What follows belongs to an exercise in optimizing a design on an open flow for a short achievable clock period and few clock cycles per item; a production flow would make more cautious choices.
In this exercise RTL edits were held to simulation tests only and were not proved equivalent to the original.
Power figures rest on the tool's default switching activity, not on a simulated workload.

`design/flow/run.sh`:
```
#!/bin/bash
# synth_recipe.tcl (not shown) runs the flow's synth.tcl, then flattens the netlist and writes it again
# the make line also repeats each setting of config.mk as NAME=value (left out here)
make -C /OpenROAD-flow-scripts/flow DESIGN_CONFIG=/design/flow/config.mk WORK_HOME=/design/flow/orfs CLKGATE_MAP_FILE= SYNTH_SCRIPT=/design/flow/synth_recipe.tcl finish
```
`design/flow/config.mk`:
```
export PLATFORM = sky130hd
export DESIGN_NAME = x10_core
export DESIGN_NICKNAME = x10_core
export VERILOG_FILES = /design/flow/design.v
export SDC_FILE = /design/flow/constraint.sdc
export NUM_CORES = 4
export LEC_CHECK = 0
export ABC_AREA = 1
export CAP_MARGIN = 20
export CORE_MARGIN = 2
export CORE_UTILIZATION = 40
export SETUP_SLACK_MARGIN = 3.0
export SLEW_MARGIN = 20
```
`design/flow/constraint.sdc`:
```
create_clock -name core_clock -period 5.0 [get_ports {clk}]
set_input_delay 1.0000 -clock core_clock [delete_from_list [all_inputs] [get_ports {clk}]]
set_output_delay 1.0000 -clock core_clock [all_outputs]
set_load 0.01 [all_outputs]
```
`design/flow/design.v`:
```
module x10_ctrl (
    input  wire [4:0] cam,
    input  wire       scan,
    input  wire [3:0] inact,        
    input  wire [4:2] mx,
    input  wire       idle_scan,
    input  wire       idle_prio,
    input  wire [6:1] unit,
    input  wire       on,
    output wire [4:0] n_cam,
    output wire       n_scan,
    output wire [3:0] n_inact,
    output wire       call,
    output wire [2:0] call_slot
);
    localparam [3:0] INACT_LOAD = 4'd12;
    wire [4:0] ucam   = {unit[4:1], 1'b0};
    wire       u14    = |unit[4:1];
    wire       at_u   = |(cam & ucam);            
    wire       c_lo   = cam[0] | cam[1];
    wire       c_at_m = (mx[2] & cam[2]) | (mx[3] & cam[3]) | (mx[4] & cam[4]);
    wire [4:0] prev_c = {mx[4] & c_lo, cam[4] | (mx[3] & c_lo), cam[3] | (mx[2] & c_lo), cam[2], 1'b0};
    wire [4:0] next_c = {cam[3] & !mx[3], cam[2] & !mx[2], cam[1], cam[0] | c_at_m, 1'b0};
    wire sel_u   = u14 & on;                      
    wire policy  = u14 & !on & at_u;              
    wire sel_1   = policy & idle_prio;            
    wire sel_0   = unit[5] & !on;                 
    wire sel_p   = unit[6] & on;                  
    wire sel_n   = unit[6] & !on;                 
    wire any_sel = sel_u | sel_1 | sel_0 | unit[6];
    wire en_scan = (unit[5] & on) | (policy & idle_scan);    
    assign n_cam   = ({5{sel_u}} & ucam) | ({5{sel_1}} & 5'b00010) | ({5{sel_0}} & 5'b00001) |
                     ({5{sel_p}} & prev_c) | ({5{sel_n}} & next_c) | ({5{!any_sel}} & cam);
    assign n_scan  = !any_sel & (scan | en_scan);
    assign n_inact = (|unit) ? INACT_LOAD : inact;
    assign call    = (sel_u & !at_u) | (sel_1 & !cam[1]) | (sel_0 & !cam[0]) | unit[6];
    wire [2:0] u_slot = {unit[4], unit[3] | unit[2], unit[3] | unit[1]};
    wire [2:0] p_slot = {prev_c[4], prev_c[3] | prev_c[2], prev_c[3] | prev_c[1]};
    wire [2:0] n_slot = {next_c[4], next_c[3] | next_c[2], next_c[3] | next_c[1]};
    assign call_slot = u14 ? (on ? u_slot : 3'd1) : unit[5] ? 3'd0 : on ? p_slot : n_slot;
endmodule
module x10_tick (
    input  wire [4:0] cam,
    input  wire       scan,
    input  wire [2:0] scnt,
    input  wire [3:0] inact,
    input  wire [2:0] scan_mult,
    input  wire [4:2] mx,
    input  wire       idle_scan,
    input  wire       idle_prio,
    output wire [4:0] n_cam,
    output wire       n_scan,
    output wire [2:0] n_scnt,
    output wire [3:0] n_inact,
    output wire       call,
    output wire [2:0] call_slot
);
    localparam [3:0] INACT_LOAD = 4'd12;
    wire [4:0] next_c = {cam[3] & !mx[3], cam[2] & !mx[2], cam[1],
                         cam[0] | (mx[2] & cam[2]) | (mx[3] & cam[3]) | (mx[4] & cam[4]), 1'b0};
    wire step    = scan & (scnt == 3'd0);         
    wire idle    = !scan & (inact == 4'd0);       
    wire sel_1   = idle & idle_prio;
    wire en_scan = idle & idle_scan;
    assign n_cam   = step ? next_c : sel_1 ? 5'b00010 : cam;
    assign n_scan  = scan | en_scan;
    assign n_scnt  = (scan & !step) ? scnt - 3'd1 : scan_mult;
    assign n_inact = scan ? inact : idle ? INACT_LOAD : inact - 4'd1;
    assign call    = step | (sel_1 & !cam[1]);
    assign call_slot = scan ? {next_c[4], next_c[3] | next_c[2], next_c[3] | next_c[1]} : 3'd1;
endmodule
module x10_core (
    input  wire       clk,
    input  wire       rst,             
    input  wire       cfg_variant_b,   
    input  wire [2:0] cfg_sel,         
    input  wire [2:0] cfg_max,         
    input  wire [2:0] cfg_mult,        
    input  wire [3:0] cfg_house,       
    input  wire [1:0] cfg_idle,        
    input  wire       ev_valid,
    input  wire [1:0] ev_kind,         
    input  wire [7:0] ev_data,
    output wire       ev_ready,
    output reg        tx_valid,
    output reg  [7:0] tx_data,
    input  wire       tx_ready,
    output reg        od_valid,
    output reg  [2:0] od_slot,
    output reg  [2:0] mux_slot,
    output reg        rep_valid,
    output reg  [7:0] rep_byte,
    output reg        want_resync
);
    localparam EV_BYTE   = 2'd0;
    localparam EV_TICK   = 2'd1;
    localparam EV_RESYNC = 2'd2;
    localparam EV_RESUME = 2'd3;
    localparam IDLE_SCAN = 2'd0;
    localparam IDLE_PRIO = 2'd1;
    localparam M_READY  = 2'd0;    
    localparam M_TX     = 2'd1;    
    localparam M_EMIT   = 2'd2;    
    localparam M_REPLAY = 2'd3;    
    localparam A_IDLE    = 2'd0;
    localparam A_COLLECT = 2'd1;
    localparam A_DISCARD = 2'd2;
    localparam [3:0] RECOVERY_WINDOW = 4'd10;
    localparam [5:0] RESYNC_LAST     = 6'd59;    
    localparam [2:0] PRESCALE_LAST   = 3'd4;     
    localparam [3:0] INACT_LAST      = 4'd12;    
    function [3:0] raw_house_a(input [3:0] l);
        case (l)
            4'd0:  raw_house_a = 4'h6;  4'd1:  raw_house_a = 4'hE;
            4'd2:  raw_house_a = 4'h2;  4'd3:  raw_house_a = 4'hA;
            4'd4:  raw_house_a = 4'h1;  4'd5:  raw_house_a = 4'h9;
            4'd6:  raw_house_a = 4'h5;  4'd7:  raw_house_a = 4'hD;
            4'd8:  raw_house_a = 4'h7;  4'd9:  raw_house_a = 4'hF;
            4'd10: raw_house_a = 4'h3;  4'd11: raw_house_a = 4'hB;
            4'd12: raw_house_a = 4'h0;  4'd13: raw_house_a = 4'h8;
            4'd14: raw_house_a = 4'h4;  default: raw_house_a = 4'hC;
        endcase
    endfunction
    function [3:0] raw_house_b(input [3:0] l);
        case (l)
            4'd0:  raw_house_b = 4'h6;  4'd1:  raw_house_b = 4'h7;
            4'd2:  raw_house_b = 4'h4;  4'd3:  raw_house_b = 4'h5;
            4'd4:  raw_house_b = 4'h8;  4'd5:  raw_house_b = 4'h9;
            4'd6:  raw_house_b = 4'hA;  4'd7:  raw_house_b = 4'hB;
            4'd8:  raw_house_b = 4'hE;  4'd9:  raw_house_b = 4'hF;
            4'd10: raw_house_b = 4'hC;  4'd11: raw_house_b = 4'hD;
            4'd12: raw_house_b = 4'h0;  4'd13: raw_house_b = 4'h1;
            4'd14: raw_house_b = 4'h2;  default: raw_house_b = 4'h3;
        endcase
    endfunction
    function [6:1] dev_a(input [3:0] raw);
        case (raw)
            4'h6: dev_a = 6'b000001;
            4'hE: dev_a = 6'b000010;
            4'h2: dev_a = 6'b000100;
            4'hA: dev_a = 6'b001000;
            4'h1: dev_a = 6'b010000;
            4'h9: dev_a = 6'b100000;
            default: dev_a = 6'b000000;
        endcase
    endfunction
    function [6:0] unit_b(input [7:0] raw);
        case (raw)
            8'h00: unit_b = {1'b1, 6'b000001};
            8'h10: unit_b = {1'b1, 6'b000010};
            8'h08: unit_b = {1'b1, 6'b000100};
            8'h18: unit_b = {1'b1, 6'b001000};
            8'h40: unit_b = {1'b1, 6'b010000};
            8'h50: unit_b = {1'b1, 6'b100000};
            8'h20: unit_b = {1'b0, 6'b000001};
            8'h30: unit_b = {1'b0, 6'b000010};
            8'h28: unit_b = {1'b0, 6'b000100};
            8'h38: unit_b = {1'b0, 6'b001000};
            8'h60: unit_b = {1'b0, 6'b010000};
            8'h70: unit_b = {1'b0, 6'b100000};
            default: unit_b = 7'd0;
        endcase
    endfunction
    reg       variant_b;
    reg [3:0] raw_ha;           
    reg [3:0] raw_hb;           
    reg [4:2] max_cam;          
    reg [2:0] scan_mult;
    reg       idle_scan, idle_prio;
    reg [4:0] r_cam,   k_cam;
    reg       r_scan,  k_scan;
    reg [2:0] r_scnt,  k_scnt;
    reg [3:0] r_inact, k_inact;
    reg       rdy;
    reg       m_tx;             
    reg       m_emit;           
    reg       m_rep;            
    reg       rp_run;           
    reg       rp_pend;          
    reg       a_idle, a_col, a_disc;
    reg [3:0] a_rem;            
    reg       a_last;           
    reg       a_first;          
    reg [7:0] a_mask;           
    reg [6:1] a_unit;           
    reg       a_dirty;          
    reg [5:0] resync_left;      
    reg [2:0] q_slot [0:7];
    reg [3:0] q_n;
    reg [2:0] q_ptr;
    reg [2:0] q_last;
    reg [6:0] e_act [0:7];
    reg [3:0] e_n;
    reg [3:0] rp_cnt;
    reg [4:0] b_pos;            
    reg       b_mine;           
    reg       b_hit;            
    reg [7:0] b_u;
    reg [6:1] b_unit;           
    reg       b_on;
    reg       dup_valid;
    reg [7:0] dup_value;
    reg [2:0] prescale_left;    
    reg [2:0] tx_left;
    reg       tx_first;         
    reg       tx_c3, tx_9b;     
    assign ev_ready = rdy;
    wire [4:0] so_cam, sf_cam;
    wire [2:0] so_slot, sf_slot;
    wire       so_scan, sf_scan, so_call, sf_call;
    wire [3:0] so_inact, sf_inact;
    x10_ctrl u_s_on (
        .cam(r_cam), .scan(r_scan), .inact(r_inact),
        .mx(max_cam), .idle_scan(idle_scan), .idle_prio(idle_prio),
        .unit(a_unit), .on(1'b1),
        .n_cam(so_cam), .n_scan(so_scan), .n_inact(so_inact),
        .call(so_call), .call_slot(so_slot));
    x10_ctrl u_s_off (
        .cam(r_cam), .scan(r_scan), .inact(r_inact),
        .mx(max_cam), .idle_scan(idle_scan), .idle_prio(idle_prio),
        .unit(a_unit), .on(1'b0),
        .n_cam(sf_cam), .n_scan(sf_scan), .n_inact(sf_inact),
        .call(sf_call), .call_slot(sf_slot));
    wire [4:0] bb_cam;
    wire [2:0] bb_slot;
    wire       bb_scan, bb_call;
    wire [3:0] bb_inact;
    x10_ctrl u_b (
        .cam(r_cam), .scan(r_scan), .inact(r_inact),
        .mx(max_cam), .idle_scan(idle_scan), .idle_prio(idle_prio),
        .unit(b_unit), .on(b_on),
        .n_cam(bb_cam), .n_scan(bb_scan), .n_inact(bb_inact),
        .call(bb_call), .call_slot(bb_slot));
    wire [6:0] rp_act = e_act[0];
    wire [4:0] rr_cam;
    wire [2:0] rr_slot;
    wire       rr_scan, rr_call;
    wire [3:0] rr_inact;
    x10_ctrl u_rp (
        .cam(r_cam), .scan(r_scan), .inact(r_inact),
        .mx(max_cam), .idle_scan(idle_scan), .idle_prio(idle_prio),
        .unit(rp_act[5:0]), .on(rp_act[6]),
        .n_cam(rr_cam), .n_scan(rr_scan), .n_inact(rr_inact),
        .call(rr_call), .call_slot(rr_slot));
    wire [4:0] tr_cam, tk_cam;
    wire [2:0] tr_scnt, tk_scnt, tr_slot, tk_slot;
    wire       tr_scan, tk_scan, tr_call, tk_call;
    wire [3:0] tr_inact, tk_inact;
    x10_tick u_tr (
        .cam(r_cam), .scan(r_scan), .scnt(r_scnt), .inact(r_inact),
        .scan_mult(scan_mult), .mx(max_cam), .idle_scan(idle_scan), .idle_prio(idle_prio),
        .n_cam(tr_cam), .n_scan(tr_scan), .n_scnt(tr_scnt), .n_inact(tr_inact),
        .call(tr_call), .call_slot(tr_slot));
    x10_tick u_tk (
        .cam(k_cam), .scan(k_scan), .scnt(k_scnt), .inact(k_inact),
        .scan_mult(scan_mult), .mx(max_cam), .idle_scan(idle_scan), .idle_prio(idle_prio),
        .n_cam(tk_cam), .n_scan(tk_scan), .n_scnt(tk_scnt), .n_inact(tk_inact),
        .call(tk_call), .call_slot(tk_slot));
    wire       t_k     = a_col && !a_dirty;
    wire [4:0] t_cam   = t_k ? tk_cam   : tr_cam;
    wire       t_scan  = t_k ? tk_scan  : tr_scan;
    wire [2:0] t_scnt  = t_k ? tk_scnt  : tr_scnt;
    wire [3:0] t_inact = t_k ? tk_inact : tr_inact;
    wire       t_call  = t_k ? tk_call  : tr_call;
    wire [2:0] t_slot  = t_k ? tk_slot  : tr_slot;
    wire       init_prio = (cfg_idle == IDLE_PRIO);
    wire [2:0] init_slot = init_prio ? 3'd1 : cfg_sel;
    wire [4:0] init_cam  = init_prio ? 5'b00010 : (5'b00001 << cfg_sel);
    wire accept   = ev_valid && rdy;
    wire k_byte   = (ev_kind == EV_BYTE);
    wire k_tick   = (ev_kind == EV_TICK);
    wire e_byte   = accept && k_byte;
    wire e_tick   = accept && k_tick;
    wire e_resync = accept && (ev_kind == EV_RESYNC);
    wire e_resume = accept && (ev_kind == EV_RESUME);
    wire load     = rst || e_resume;
    wire d_5a   = (ev_data == 8'h5A);
    wire d_a5   = (ev_data == 8'hA5);
    wire d_hi0  = (ev_data[7:4] == 4'h0);
    wire d_len  = d_hi0 && (ev_data[3:0] != 4'h0) && (ev_data[3:0] <= 4'h9);
    wire d_tx   = d_5a || d_a5 || (ev_data == 8'h00);
    wire d_rep  = !(d_tx || (ev_data == 8'h55) || d_len);
    wire d_on   = (ev_data[3:0] == 4'h2);
    wire d_off  = (ev_data[3:0] == 4'h3);
    wire d_mine = (ev_data[7:4] == raw_ha);
    wire d_act  = d_mine && (d_on || d_off);
    wire d_call = d_mine && ((d_on && so_call) || (d_off && sf_call));
    wire d_ad   = (ev_data == 8'hAD);
    wire c_pay    = a_col && !a_first;
    wire c_func   = c_pay && a_mask[0] && (|a_unit);     
    wire c_sfunc  = c_func && !a_dirty;                  
    wire c_addr   = c_pay && !a_mask[0];
    wire c_fe_cl  = c_pay && a_last && !a_dirty;         
    wire c_fe_dt  = c_pay && a_last && a_dirty;          
    wire c_q0     = (q_n != 4'd0);
    wire c_q1     = (q_n == 4'd1);
    wire c_q2     = (q_n >= 4'd2);
    wire c_e0     = (e_n != 4'd0);
    wire [6:1] p_dev = dev_a(ev_data[3:0]) & {2'b11, max_cam[4], max_cam[4] | max_cam[3], 2'b11};
    wire [2:0] p_slot = ev_data[0] ? sf_slot : so_slot;
    wire [6:0] u_dec = unit_b(ev_data);
    wire c_b4   = b_pos[4] && b_mine && !b_hit;
    wire c_slow = !variant_b || (prescale_left == 3'd0);
    wire ev_slow  = e_tick && c_slow;
    wire ev_b     = e_byte && c_b4 && d_ad;
    wire ev_fe    = e_byte && c_fe_cl;
    wire ev_sact  = e_byte && c_sfunc && d_act;
    wire tx_start = e_byte && a_idle && d_tx;
    wire fe_emit  = ev_fe && (c_q2 || (c_q1 && c_func && d_call));
    wire fe_rep   = e_byte && c_fe_dt && (c_e0 || (c_func && d_act));
    wire nr      = !rst;
    wire sr_rep  = nr && rp_run;
    wire sr_t    = nr && ev_slow;
    wire sr_b    = nr && ev_b;
    wire sr_on   = nr && ev_sact && !ev_data[0];
    wire sr_off  = nr && ev_sact && ev_data[0];
    wire r_upd   = load || rp_run || ev_slow || ev_b || ev_sact;
    always @(posedge clk) begin
        if (r_upd) begin
            r_cam   <= ({5{load}}   & init_cam) | ({5{sr_rep}} & rr_cam) | ({5{sr_t}} & t_cam) |
                       ({5{sr_b}}   & bb_cam)   | ({5{sr_on}}  & so_cam) | ({5{sr_off}} & sf_cam);
            r_scan  <= (load & (cfg_idle == IDLE_SCAN)) | (sr_rep & rr_scan) | (sr_t & t_scan) |
                       (sr_b & bb_scan) | (sr_on & so_scan) | (sr_off & sf_scan);
            r_inact <= ({4{load}}   & INACT_LAST) | ({4{sr_rep}} & rr_inact) | ({4{sr_t}} & t_inact) |
                       ({4{sr_b}}   & bb_inact)   | ({4{sr_on}}  & so_inact) | ({4{sr_off}} & sf_inact);
        end
    end
    always @(posedge clk) begin
        if (load)
            r_scnt <= cfg_mult;
        else if (ev_slow)
            r_scnt <= t_scnt;
        else if (!r_scan)
            r_scnt <= scan_mult;
    end
    always @(posedge clk) begin
        if (!a_col) begin
            k_cam   <= r_cam;
            k_scan  <= r_scan;
            k_scnt  <= r_scnt;
            k_inact <= r_inact;
        end
    end
    wire od_next = load || m_emit || rp_pend || (ev_slow && t_call) ||
                   (ev_b && bb_call) || (ev_fe && (c_q0 || (c_func && d_call)));
    wire [2:0] r_slot   = {r_cam[4], r_cam[3] | r_cam[2], r_cam[3] | r_cam[1]};
    wire [2:0] k_slot   = {k_cam[4], k_cam[3] | k_cam[2], k_cam[3] | k_cam[1]};
    wire [2:0] hold     = (a_col && !a_dirty) ? k_slot : r_slot;
    wire sm_emit = nr && m_emit;
    wire sm_rep  = nr && m_rep;
    wire sm_t    = nr && ev_slow && t_call;
    wire sm_b    = nr && ev_b && bb_call;
    wire sm_q0   = nr && ev_fe && c_q0;
    wire sm_p    = nr && ev_fe && !c_q0 && c_func && d_call;
    wire sm_hold = !(load || sm_emit || sm_rep || sm_t || sm_b || sm_q0 || sm_p);
    wire [2:0] q_head = q_slot[q_ptr];
    wire [2:0] mux_d  = ({3{load}}  & init_slot) | ({3{sm_emit}} & q_head) | ({3{sm_rep}} & r_slot) |
                        ({3{sm_t}}  & t_slot)    | ({3{sm_b}}    & bb_slot) | ({3{sm_q0}} & q_slot[0]) |
                        ({3{sm_p}}  & p_slot)    | ({3{sm_hold}} & hold);
    wire os_ev   = nr && rdy && !load;
    wire os_t    = os_ev && (ev_kind == EV_TICK);
    wire os_b    = os_ev && !ev_kind[0] && variant_b;
    wire os_q0   = os_ev && !ev_kind[0] && !variant_b && c_q0;
    wire os_p    = os_ev && !ev_kind[0] && !variant_b && !c_q0;
    wire [2:0] od_d   = ({3{load}}  & init_slot) | ({3{sm_emit}} & q_head) | ({3{sm_rep}} & r_slot) |
                        ({3{os_t}}  & t_slot)    | ({3{os_b}}    & bb_slot) | ({3{os_q0}} & q_slot[0]) |
                        ({3{os_p}}  & p_slot);
    always @(posedge clk) begin
        od_valid <= od_next;
        od_slot  <= od_d;
        mux_slot <= mux_d;
    end
    always @(posedge clk) begin
        if (load) begin
            rdy    <= 1'b1;
            m_tx   <= 1'b0;
            m_emit <= 1'b0;
            m_rep  <= 1'b0;
        end else if (rdy) begin
            rdy    <= !(tx_start || fe_emit || fe_rep);
            m_tx   <= tx_start;
            m_emit <= fe_emit;
            m_rep  <= fe_rep;
        end else if (m_tx) begin
            if (tx_ready && tx_left == 3'd1) begin
                rdy  <= 1'b1;
                m_tx <= 1'b0;
            end
        end else if (m_emit) begin
            if (q_ptr == q_last) begin
                rdy    <= 1'b1;
                m_emit <= 1'b0;
            end
        end else begin
            if (!rp_run) begin
                rdy   <= 1'b1;
                m_rep <= 1'b0;
            end
        end
    end
    always @(posedge clk) begin
        if (load)
            rp_run <= 1'b0;
        else if (rdy)
            rp_run <= fe_rep;
        else if (rp_run && rp_cnt == 4'd1)
            rp_run <= 1'b0;
        rp_pend <= !load && rp_run && rr_call;
    end
    always @(posedge clk) begin
        if (rst)
            tx_valid <= 1'b0;
        else if (tx_start)
            tx_valid <= 1'b1;
        else if (m_tx && tx_ready && tx_left == 3'd1)
            tx_valid <= 1'b0;
        if (!m_tx) begin
            tx_data  <= d_5a ? 8'hC3 : d_a5 ? 8'h9B : 8'h00;
            tx_left  <= d_a5 ? 3'd7 : 3'd1;
            tx_first <= 1'b1;
            tx_c3    <= d_5a;
            tx_9b    <= d_a5;
        end else begin
            tx_data  <= (tx_first && !tx_ready) ? (tx_c3 ? 8'hC3 : tx_9b ? 8'h9B : 8'h00) : 8'h00;
            if (tx_ready) begin
                tx_left  <= tx_left - 3'd1;
                tx_first <= 1'b0;
            end
        end
    end
    always @(posedge clk) begin
        rep_valid <= !rst && e_byte && a_idle && d_rep;
        rep_byte  <= ev_data;
    end
    integer i;
    always @(posedge clk) begin
        if (load) begin
            a_idle <= !cfg_variant_b;
            a_col  <= 1'b0;
            a_disc <= 1'b0;
            a_unit <= 6'd0;
        end else if (e_byte) begin
            if (a_idle && d_len) begin
                a_idle <= 1'b0;
                a_col  <= 1'b1;
            end else if (a_idle && d_rep) begin
                a_idle <= 1'b0;
                a_disc <= 1'b1;
            end else if ((a_col || a_disc) && a_last) begin
                a_idle <= 1'b1;
                a_col  <= 1'b0;
                a_disc <= 1'b0;
            end
            if (c_addr && d_mine)
                a_unit <= p_dev;
        end
        if (a_idle) begin
            a_rem  <= d_len ? ev_data[3:0] : RECOVERY_WINDOW;
            a_last <= d_len && (ev_data[3:0] == 4'd1);
        end else if (e_byte) begin
            a_rem  <= a_rem - 4'd1;
            a_last <= (a_rem == 4'd2);
        end
        if (a_idle)
            a_first <= 1'b1;
        else if (e_byte && a_col)
            a_first <= 1'b0;
        if (a_first)
            a_mask <= ev_data;
        else if (e_byte && c_pay)
            a_mask <= {1'b0, a_mask[7:1]};
        if (a_idle)
            a_dirty <= 1'b0;
        else if (e_tick && a_col)
            a_dirty <= 1'b1;
        if (a_idle)
            q_n <= 4'd0;
        else if (e_byte && c_sfunc && d_call)
            q_n <= q_n + 4'd1;
        if (c_pay)
            q_slot[q_n[2:0]] <= p_slot;
        if (!m_emit) begin
            q_ptr  <= 3'd1;
            q_last <= (c_func && d_call) ? q_n[2:0] : q_n[2:0] - 3'd1;
        end else begin
            q_ptr  <= q_ptr + 3'd1;
        end
        if (a_idle)
            e_n <= 4'd0;
        else if (e_byte && c_func && d_act)
            e_n <= e_n + 4'd1;
        if (m_rep) begin
            for (i = 0; i < 7; i = i + 1)
                e_act[i] <= e_act[i + 1];
        end else if (c_pay)
            e_act[e_n[2:0]] <= {d_on, a_unit};
        if (!m_rep)
            rp_cnt <= (c_func && d_act) ? e_n + 4'd1 : e_n;
        else
            rp_cnt <= rp_cnt - 4'd1;
        if (load) begin
            resync_left <= RESYNC_LAST;
            want_resync <= 1'b0;
        end else if (e_tick && !variant_b) begin
            if (resync_left == 6'd0) begin
                want_resync <= 1'b1;
                resync_left <= RESYNC_LAST;
            end else begin
                resync_left <= resync_left - 6'd1;
            end
        end else if (e_resync && a_idle)
            want_resync <= 1'b0;
    end
    always @(posedge clk) begin
        if (load)
            b_pos <= {4'b0000, cfg_variant_b};
        else if (e_byte && variant_b) begin
            b_pos[0] <= (b_pos[0] && ev_data != 8'hD5) || (b_pos[1] && ev_data != 8'hAA) || b_pos[4];
            b_pos[1] <= b_pos[0] && ev_data == 8'hD5;
            b_pos[2] <= b_pos[1] && ev_data == 8'hAA;
            b_pos[3] <= b_pos[2];
            b_pos[4] <= b_pos[3];
        end
        if (b_pos[2])
            b_mine <= (ev_data[7:4] == raw_hb);
        if (b_pos[3]) begin
            b_u    <= ev_data;
            b_on   <= u_dec[6];
            b_unit <= u_dec[5:0] & {2'b11, max_cam[4], max_cam[4] | max_cam[3], 2'b11};
        end
        if (b_pos[3])
            b_hit <= dup_valid && (dup_value == ev_data);
        else if (e_tick)
            b_hit <= 1'b0;
        if (load)
            dup_valid <= 1'b0;
        else if (e_tick)
            dup_valid <= 1'b0;
        else if (ev_b)
            dup_valid <= 1'b1;
        if (ev_b)
            dup_value <= b_u;
        if (load)
            prescale_left <= PRESCALE_LAST;
        else if (e_tick && variant_b)
            prescale_left <= (prescale_left == 3'd0) ? PRESCALE_LAST : prescale_left - 3'd1;
    end
    always @(posedge clk) begin
        if (load) begin
            variant_b <= cfg_variant_b;
            raw_ha    <= raw_house_a(cfg_house);
            raw_hb    <= raw_house_b(cfg_house);
            max_cam   <= {cfg_max == 3'd4, cfg_max == 3'd3, cfg_max == 3'd2};
            scan_mult <= cfg_mult;
            idle_scan <= (cfg_idle == IDLE_SCAN);
            idle_prio <= (cfg_idle == IDLE_PRIO);
        end
    end
endmodule
```
==> summary.md, run 1 <==
| Metric | Value |
|---|---|
| Antenna Nets Post-Route | `0` |
| Post-synth EDFFs | `about 170` |
| Worst reg2reg path startpoint | `r_cam[1]` |
| Yosys reg bits | `~230` |
| CP max stage cell | `dfxtp_4` |
| Period Utilization, post-route | `0.4027` |
| DRT iter0 DRCs | `around 830` |
| GR Util All Layers | `0.2194` |
| Int Pwr | `between 3000 and 4000 uW` |
| Reg-to-reg endpoint | `od_slot[1]` |
| Die height | `between 150 and 200 um` |
| Mapped Area | `12740 um^2` |
| PwrDens | `between 200 and 300 nW/um^2` |
| Worst vdd ir | `approximately 0.24 mV` |
| Maximum clock path buffer count | `3` |
| CP bufs+invs | `1` |
| Drt first pass iters | `7` |
| Slew Limit Headroom | `0.6084` |
| Row count | `65` |
| Area contributors post-synth | `edfxtp_1 39%, nand2_1 12%, dfxtp_1 11%` |
| Global route hottest layer | `met2` |
| Synth top area share | `0.3936` |
| Worst Hold End | `dup_value[4]` |
| Fin. Hold Viols | `0` |
| ANT cells | `0` |
| Hold_sp | `b_u[4]` |
| FMAX | `496.6 MHz` |
| Worst Path Arrival | `1.01 ns` |
| Synthesis Warnings | `1` |
| Max-Cap Viols | `0` |
| GRT met2 Usage | `0.3577` |
| Top delay family on crit path | `flip-flops` |
| I/O pin count | `57` |
| GR met1 Demand/Resource | `0.3003` |
| Final HPWL from detailed placement | `26050 um` |
| Placer Congestion | `about 0.94` |
| Syn_area_per_cell | `between 8 and 9 um^2` |
| Count leader, synth | `nand2_1` |
| Clock slew at reported path FFs | `0.06 ns` |
| Die area | `roughly 33000 um^2` |
| Worst slew pin tran | `between 0.5 and 0.6 ns` |
| CP Launch Type | `flop` |
| Slew Limit Fails | `0` |
| Worst-path cell chain | `buf_6` |
| Max incr delay on CP | `around 0.36 ns` |
| TritonCTS clock tree | `done` |
| Multi-input logic area | `around 6100 um^2` |
| Clock Sinks | `between 200 and 250` |
| Switch share | `0.2386` |
| Seq/Total Area, Yosys | `0.4989` |
| Cells after Synth | `1503` |
| Fin nets | `1679` |
| Clock root buffer | `clkbuf_16` |
| Worst endpoint required time | `4.00 ns` |
| Die width | `182.5 um` |
| Fill cells | `~2900` |
| Clock share of power | `0.438` |
| Crit path time final | `approximately 2 ns` |
| Synth area leader | `edfxtp_1` |
| Vias in the first global route | `10230` |
| PortBufs | `54` |
| Worst setup EP type | `primary output` |
| Predominant post-synthesis flop cell | `edfxtp_1` |
| Hold crit path type | `reg -> reg` |
| Via count | `around 11000` |
| Met3 Usage GRT | `0.03812` |
| Post-synth ARST share | `0` |
| Synth top cells by count | `422 x nand2_1, 167 x edfxtp_1, 147 x inv_1` |
| R2R setup slack | `roughly 3.0 ns` |
| FF-to-FF path depth | `8` |
| RSZ-0062 raised after global routing | `yes` |
| Reg power frac | `0.468` |
| Largest net degree at the start of global routing | `25` |
| Vias per cell | `around 5.3` |
| Switch Pwr | `about 1100 uW` |
| Area delta synth->final | `23.90%` |
| Library cells used by synthesis | `66` |
| Hold Crit Depth | `0` |
| Register area | `~6400 um^2` |
| Logic pwr share | `0.094` |
| WL final | `36680 um` |
| Critical path class | `reg -> out` |
| Setup Viol. Count Final | `0` |
| Core Area | `approximately 31000 um^2` |
| Antenna violations before repair | `0` |
| Run status | `complete, no violations` |
| Layout cell share with drive strength beyond 1 | `0.2234` |
| First-pass GRT wire length | `57380 um` |
| Clk latency of the worst-skew pair | `0.54 ns` |
| Max Clock Skew | `roughly 0.011 ns` |
| Total grt overflow | `0` |
| Fin Setup TNS | `0 ns` |
| Lkg Pwr | `approximately 0.0066 uW` |
| Worst hold slack | `around 0.42 ns` |
| Clock H-tree levels | `1` |
| Worst-path fanout max | `2` |
| Initial Util | `0.4048` |
| DRC viols | `0` |
| Routed len/inst | `17.93 um` |
| Total CTS buffers | `27` |
## layout make-up
type                    instances  area share
repair inverters                1   0.0003171
flip-flops and latches        234      0.4042
well taps                     402     0.03186
inverters                     173     0.04724
repair buffers                133     0.07475
clock inverters                 7    0.006896
multi-input cells            1053      0.3840
clock buffers                  42     0.05081
## power by group through the flow
stage	registers [uW]	logic, uW	clock network (uW)
final	2170	438	2030
after detailed placement	2230	352	0
after global placement	2230	348	0
after floorplan	2200	237	0
after CTS	2170	405	2060
after global routing	2180	475	2140
## kinds of logic (layout without fill, tap and decap cells)
family          Yosys count  count (layout)  share of synthesized area
other cells               1               2                  0.0002944
flops                   234             234                     0.4989
compound gates          213             213                     0.1022
mux                       1               1                  0.0008838
simple gates            780             781                     0.2808
fa+ha+maj                26              26                    0.02554
xor+xnor                 30              30                    0.02062
buf+inv                 218             356                    0.07071
## metal layers
layer	up-vias	wire [um]
li1	5272	-
met1	5047	16430
met2	378	16670
met3	82	2461
met4	0	1118
met5	-	0
## worst max-delay path by stage
stage	depth (start not counted)	slack, ns	endpoint	start
after floorplan	5	2.84	r_cam[0]	ev_data[7]
after global placement	7	1.52	r_inact[1]	rst
after detailed placement	7	1.47	r_inact[2]	rst
after CTS	1	2.97	ev_ready	rdy
after global routing	10	2.95	mux_slot[1]	max_cam[2]
final	1	2.99	ev_ready	rdy
## layout by cell type, fill, tap and decap left out, drive strengths merged, types with 6 or more instances in the layout
cell,count
a22oi,6
nand2,433
nand4,34
edfxtp,167
xnor2,14
o211ai,10
nor3,26
clkinvlp,6
nor2,165
inv,163
a21oi,66
clkbuf,50
o21ai,94
ha,26
dfxtp,67
xor2,16
clkdlybuf4s50,15
o22ai,10
clkinv,9
buf,106
a211oi,6
nand3,107
nand3b,7
## timing repair
| action | CTS | global route |
|---|---|---|
| resized for setup | 239 | 93 |
| endpoints found under the setup margin | 295 | 172 |
| buffers inserted | 41 | 34 |
| gates cloned | 4 | 0 |
| hold buffers | 0 | 0 |
| pin swaps | 25 | 22 |
| hold endpoints to repair | 0 | 0 |
## registers in the layout (all words and copies together) (netlist names), 5 cells and up
register and count:
dup_value 8, b_u 8, rep_byte 8, b_unit 6
r_cam 5, k_cam 5, resync_left 6, a_unit 6
e_act 56, q_slot 24, a_mask 8, b_pos 5
## through the flow
stage | area (um^2) | total power [uW] | setup WS, ns | std cells | util
2_1_floorplan | 12980 | 2435 | 2.844 | 1504 | -
3_3_place_gp | 13730 | 2574 | 1.518 | 1917 | 0.4362
3_5_place_dp | 13730 | 2578 | 1.467 | 1917 | 0.4362
4_1_cts | 15200 | 4642 | 2.972 | 2011 | 0.4829
5_1_grt | 15790 | 4792 | 2.948 | 2045 | 0.5015
6_report | 15790 | 4644 | 2.986 | 2045 | 0.5015
Testbench counts, summed over its fixed seeds: cycles 24,651, events 24,000.
==> inputs of run 2 (changes only) <==
--- a/design/flow/design.v
+++ b/design/flow/design.v
@@ -34,10 +34,13 @@
     assign n_scan  = !any_sel & (scan | en_scan);
     assign n_inact = (|unit) ? INACT_LOAD : inact;
     assign call    = (sel_u & !at_u) | (sel_1 & !cam[1]) | (sel_0 & !cam[0]) | unit[6];
-    wire [2:0] u_slot = {unit[4], unit[3] | unit[2], unit[3] | unit[1]};
-    wire [2:0] p_slot = {prev_c[4], prev_c[3] | prev_c[2], prev_c[3] | prev_c[1]};
-    wire [2:0] n_slot = {next_c[4], next_c[3] | next_c[2], next_c[3] | next_c[1]};
-    assign call_slot = u14 ? (on ? u_slot : 3'd1) : unit[5] ? 3'd0 : on ? p_slot : n_slot;
+    assign call_slot[2] = (on & unit[4]) | (sel_p & mx[4] & c_lo) | (sel_n & cam[3] & !mx[3]);
+    assign call_slot[1] = (on & (unit[3] | unit[2])) |
+                          (sel_p & (cam[4] | cam[3] | ((mx[3] | mx[2]) & c_lo))) |
+                          (sel_n & ((cam[2] & !mx[2]) | cam[1]));
+    assign call_slot[0] = (on & (unit[3] | unit[1])) | (u14 & !on) |
+                          (sel_p & (cam[4] | cam[2] | (mx[3] & c_lo))) |
+                          (sel_n & ((cam[2] & !mx[2]) | cam[0] | c_at_m));
 endmodule
 module x10_tick (
     input  wire [4:0] cam,
@@ -187,10 +190,12 @@
     reg [5:0] resync_left;      
     reg [2:0] q_slot [0:7];
     reg [3:0] q_n;
+    reg [7:0] q_wp;             
     reg [2:0] q_ptr;
     reg [2:0] q_last;
     reg [6:0] e_act [0:7];
     reg [3:0] e_n;
+    reg [7:0] e_wp;             
     reg [3:0] rp_cnt;
     reg [4:0] b_pos;            
     reg       b_mine;           
@@ -473,27 +478,37 @@
             a_dirty <= 1'b0;
         else if (e_tick && a_col)
             a_dirty <= 1'b1;
-        if (a_idle)
-            q_n <= 4'd0;
-        else if (e_byte && c_sfunc && d_call)
-            q_n <= q_n + 4'd1;
-        if (c_pay)
-            q_slot[q_n[2:0]] <= p_slot;
+        if (a_idle) begin
+            q_n  <= 4'd0;
+            q_wp <= 8'd1;
+        end else if (e_byte && c_sfunc && d_call) begin
+            q_n  <= q_n + 4'd1;
+            q_wp <= {q_wp[6:0], 1'b0};
+        end
+        for (i = 0; i < 8; i = i + 1)
+            if (c_pay && q_wp[i])
+                q_slot[i] <= p_slot;
         if (!m_emit) begin
             q_ptr  <= 3'd1;
             q_last <= (c_func && d_call) ? q_n[2:0] : q_n[2:0] - 3'd1;
         end else begin
             q_ptr  <= q_ptr + 3'd1;
         end
-        if (a_idle)
-            e_n <= 4'd0;
-        else if (e_byte && c_func && d_act)
-            e_n <= e_n + 4'd1;
+        if (a_idle) begin
+            e_n  <= 4'd0;
+            e_wp <= 8'd1;
+        end else if (e_byte && c_func && d_act) begin
+            e_n  <= e_n + 4'd1;
+            e_wp <= {e_wp[6:0], 1'b0};
+        end
         if (m_rep) begin
             for (i = 0; i < 7; i = i + 1)
                 e_act[i] <= e_act[i + 1];
-        end else if (c_pay)
-            e_act[e_n[2:0]] <= {d_on, a_unit};
+        end else begin
+            for (i = 0; i < 8; i = i + 1)
+                if (c_pay && e_wp[i])
+                    e_act[i] <= {d_on, a_unit};
+        end
         if (!m_rep)
             rp_cnt <= (c_func && d_act) ? e_n + 4'd1 : e_n;
         else
==> summary.md, run 2 <==
| Metric | Value |
|---|---|
| Post-synth ARST share | `0 (unchanged)` |
| RSZ-0062 raised after global routing | `yes` |
| Synth area leader | `edfxtp_1` |
| First-pass GRT wire length | `56360 um (-1.8%)` |
| Fin area | `16310 um^2 (+3.3%)` |
| Lkg Pwr | `0.006940 uW (+5.3%)` |
| Die height | `180.8 um (-0.90%)` |
| DR top layer | `met4` |
| Worst Path Arrival | `1.02 ns (about the same)` |
| CP max stage cell | `dfxtp_2` |
| Fin. Hold Viols | `0 (unchanged)` |
| Max incr delay on CP | `0.36 ns (about the same)` |
| Fin nets | `1699 (+1.2%)` |
| Post-synth EDFFs | `167 (unchanged)` |
| Die width | `180.8 um (-0.90%)` |
| Synth top area share | `0.4010 (+0.007365)` |
| Clock share of power | `0.430 (-0.008)` |
| Antenna Nets Post-Route | `0 (unchanged)` |
| CTS hold repair buffers | `0 (unchanged)` |
| Total grt overflow | `0 (unchanged)` |
| Worst slew pin tran | `0.8251 ns (+0.2398 ns)` |
| Row count | `64 (-1.5%)` |
| Maximum clock path buffer count | `3 (unchanged)` |
| Post-DP Area | `13630 um^2 (-0.75%)` |
| Total CTS buffers | `28 (+3.7%)` |
| Fill cells | `2769 (-5.3%)` |
| Yosys reg bits | `250 (+6.8%)` |
| Reg power frac | `0.475 (+0.007)` |
| Hold crit path type | `reg -> reg` |
| Logic pwr share | `0.095 (about the same)` |
| Switch Pwr | `1162 uW (+4.8%)` |
| Area delta synth->final | `30.38%` |
| Fin Setup TNS | `0 ns (unchanged)` |
| Clock slew at reported path FFs | `0.06 ns (about the same)` |
| Worst endpoint required time | `4.00 ns (about the same)` |
| Final HPWL from detailed placement | `24670 um (-5.3%)` |
| Critical path class | `reg -> out` |
| Clk latency of the worst-skew pair | `0.54 ns (about the same)` |
| Clock H-tree levels | `1 (unchanged)` |
| Max Clock Skew | `0.01023 ns (-0.0009023 ns)` |
| Clock Sinks | `250 (+6.8%)` |
| CP bufs+invs | `1 (unchanged)` |
| Largest net degree at the start of global routing | `56 (+120%)` |
| Worst-path cell chain | `buf_6` |
| Predominant post-synthesis flop cell | `edfxtp_1` |
| Synth top cells by count | `376 x nand2_1, 169 x inv_1, 167 x edfxtp_1` |
| Metal-1 WL | `15920 um (-3.1%)` |
| Die area | `32690 um^2 (-1.8%)` |
| GR Util All Layers | `0.2165 (-0.002898)` |
| Crit path time final | `2.018 ns (+0.004920 ns)` |
| Initial Util | `0.4078 (+0.002989)` |
| Vias per cell | `5.412 (+2.7%)` |
| Cells after Synth | `1468 (-2.3%)` |
| Top delay family on crit path | `flip-flops` |
| Period Utilization, post-route | `0.4037 (+0.0009840)` |
| Area contributors post-synth | `edfxtp_1 40%, dfxtp_1 13%, nand2_1 11%` |
| PortBufs | `54 (unchanged)` |
| DRC viols | `0 (unchanged)` |
| Routed len/inst | `17.85 um (-0.49%)` |
| Switch share | `0.2405 (+0.001840)` |
| ANT cells | `0 (unchanged)` |
| DRT iter0 DRCs | `824 (-1.2%)` |
| Via count | `11128 (+3.2%)` |
| Commonest non-fill, non-tap cell in the layout | `nand2_1` |
| Number of flip-flops in the largest register | `56 (unchanged)` |
| I/O pin count | `57 (unchanged)` |
| Slew Limit Fails | `0 (unchanged)` |
| WL met2 | `16660 um (about the same)` |
| Placer Congestion | `0.9022 (-3.8%)` |
| Mapped Area | `12510 um^2 (-1.8%)` |
| Run status | `complete, no violations` |
| Setup Viol. Count Final | `0 (unchanged)` |
| CP Launch Type | `flop` |
| Worst setup EP type | `primary output` |
| TritonCTS clock tree | `done` |
| Library cells used by synthesis | `53 (-20%)` |
| Layout cell share with drive strength beyond 1 | `0.2482 (+0.02482)` |
| Worst-path fanout max | `1 (-1)` |
| Largest Register | `e_act` |
| Synthesis Warnings | `3 (+2)` |
| Met3 WL post-DR | `2619 um (+6.4%)` |
| Syn_area_per_cell | `8.519 um^2 (+0.50%)` |
| Commonest non-fill, non-tap cells in the layout | `347 x nand2_1, 167 x edfxtp_1, 135 x inv_1` |
| FMAX | `495.4 MHz (-0.24%)` |
| Core Area | `30670 um^2 (-2.6%)` |
| WL final | `36690 um (about the same)` |
| Antenna violations before repair | `0 (unchanged)` |
| PwrDens | `296.3 nW/um^2 (+0.72%)` |
| Vias in the first global route | `10421 (+1.9%)` |
| Int Pwr | `3670 uW (+3.8%)` |
| Slew Limit Headroom | `0.4492 (-0.1593)` |
| Drt first pass iters | `5 (-2)` |
| Seq/Total Area, Yosys | `0.5339 (+0.03495)` |
| Clock root buffer | `clkbuf_16` |
| Count leader, synth | `nand2_1` |
| Worst vdd ir | `0.2442 mV (+1.3%)` |
| Max-Cap Viols | `0 (unchanged)` |
| R2R setup slack | `3.02 ns (+0.03 ns)` |
[run 2: cells by family after synthesis]
kind of cell,share of synthesized area
AOI/OAI and AO/OA,0.1038
xor gates and xnor gates,0.01751
adders and majority gates,0.03102
buffers and inverters,0.06883
DFF,0.5339
muxes,0.001601
other,0.0002999
and+or+nand+nor,0.2431
[run 2: what timing repair did]
action / CTS / global route
setup buffers: 77 / 39
pin swaps: 26 / 58
resized for setup: 290 / 130
gates cloned: 4 / 1
endpoints found under the setup margin: 268 / 129
[run 2: final cells by class]
class	instances	area, um^2	share of cell area
clock inverter	11	86.33	0.005295
multi-input combinational	1003	5668	0.3476
sequential	250	6716	0.4119
inverter	175	763.2	0.04681
clock buffer	41	852.1	0.05226
tap	396	495.5	0.03039
timing repair inverter	3	28.78	0.001765
timing repair buffer	177	1695	0.1040
[run 2: path summary, 6_finish.rpt]
kind                                   from      endpoint  cells after the start
worst max-delay path            mux_slot[0]   mux_slot[0]                      1
worst min-delay path                 b_u[6]  dup_value[6]                      0
worst max register to register        a_col      r_cam[1]                      9
worst min register to register       b_u[6]  dup_value[6]                      0
[run 2: metal layers]
metal,up-vias,global-route usage
li1,5296,-
met1,5269,0.2983
met5,-,0
met3,105,0.02983
met4,0,0.08097
met2,458,0.3478
[run 2: power groups by stage]
stage	logic (uW)	clock network, uW	registers (uW)
after CTS	412	2110	2290
final	461	2080	2290
after detailed placement	325	0	2350
after global placement	324	0	2350
after global routing	498	2190	2300
after floorplan	223	0	2320
[run 2: per-stage QoR]
step	setup slack, ns	cells	hold slack (ns)	util	power [uW]
after global routing	2.951	2056	0.4298	0.5317	4984
after detailed placement	1.023	1883	0.4052	0.4443	2677
after global placement	1.063	1883	0.4012	0.4443	2675
after CTS	2.964	2016	0.4143	0.5080	4812
after floorplan	2.727	1469	0.4003	-	2547
final	2.982	2056	0.4092	0.5317	4832
Testbench counts of run 2, summed over its fixed seeds: cycles 24,651, events 24,000.

==> static timing again, ports no longer ideal <==
The flow's constraints put no driver on any port. The routed layouts listed below were extracted and timed again, unchanged, in two steps.
Step 1, drivers: a clkbuf_16 drives clk and a buf_2 each remaining input, both assumed.
Step 2 times the ports against the registers' clock, not the clock port: input delays grow and output delays shrink by t, the midpoint of the rising clock arrivals with the driver on.
Three values: no drivers, after step 1, after step 2; two values: the first two.
run	shift t [ns]	setup WS [ns]	worst slew at a driven data input, ns
run 1	0.583	2.986 / 2.939 / 2.466	0.05
run 2	0.587	2.982 / 2.934 / 2.400	0.06
After both steps setup and hold are still met in every run listed. The setup slack of run 2, which loses most, moves by -0.048 ns with the drivers and by -0.582 ns with both steps.
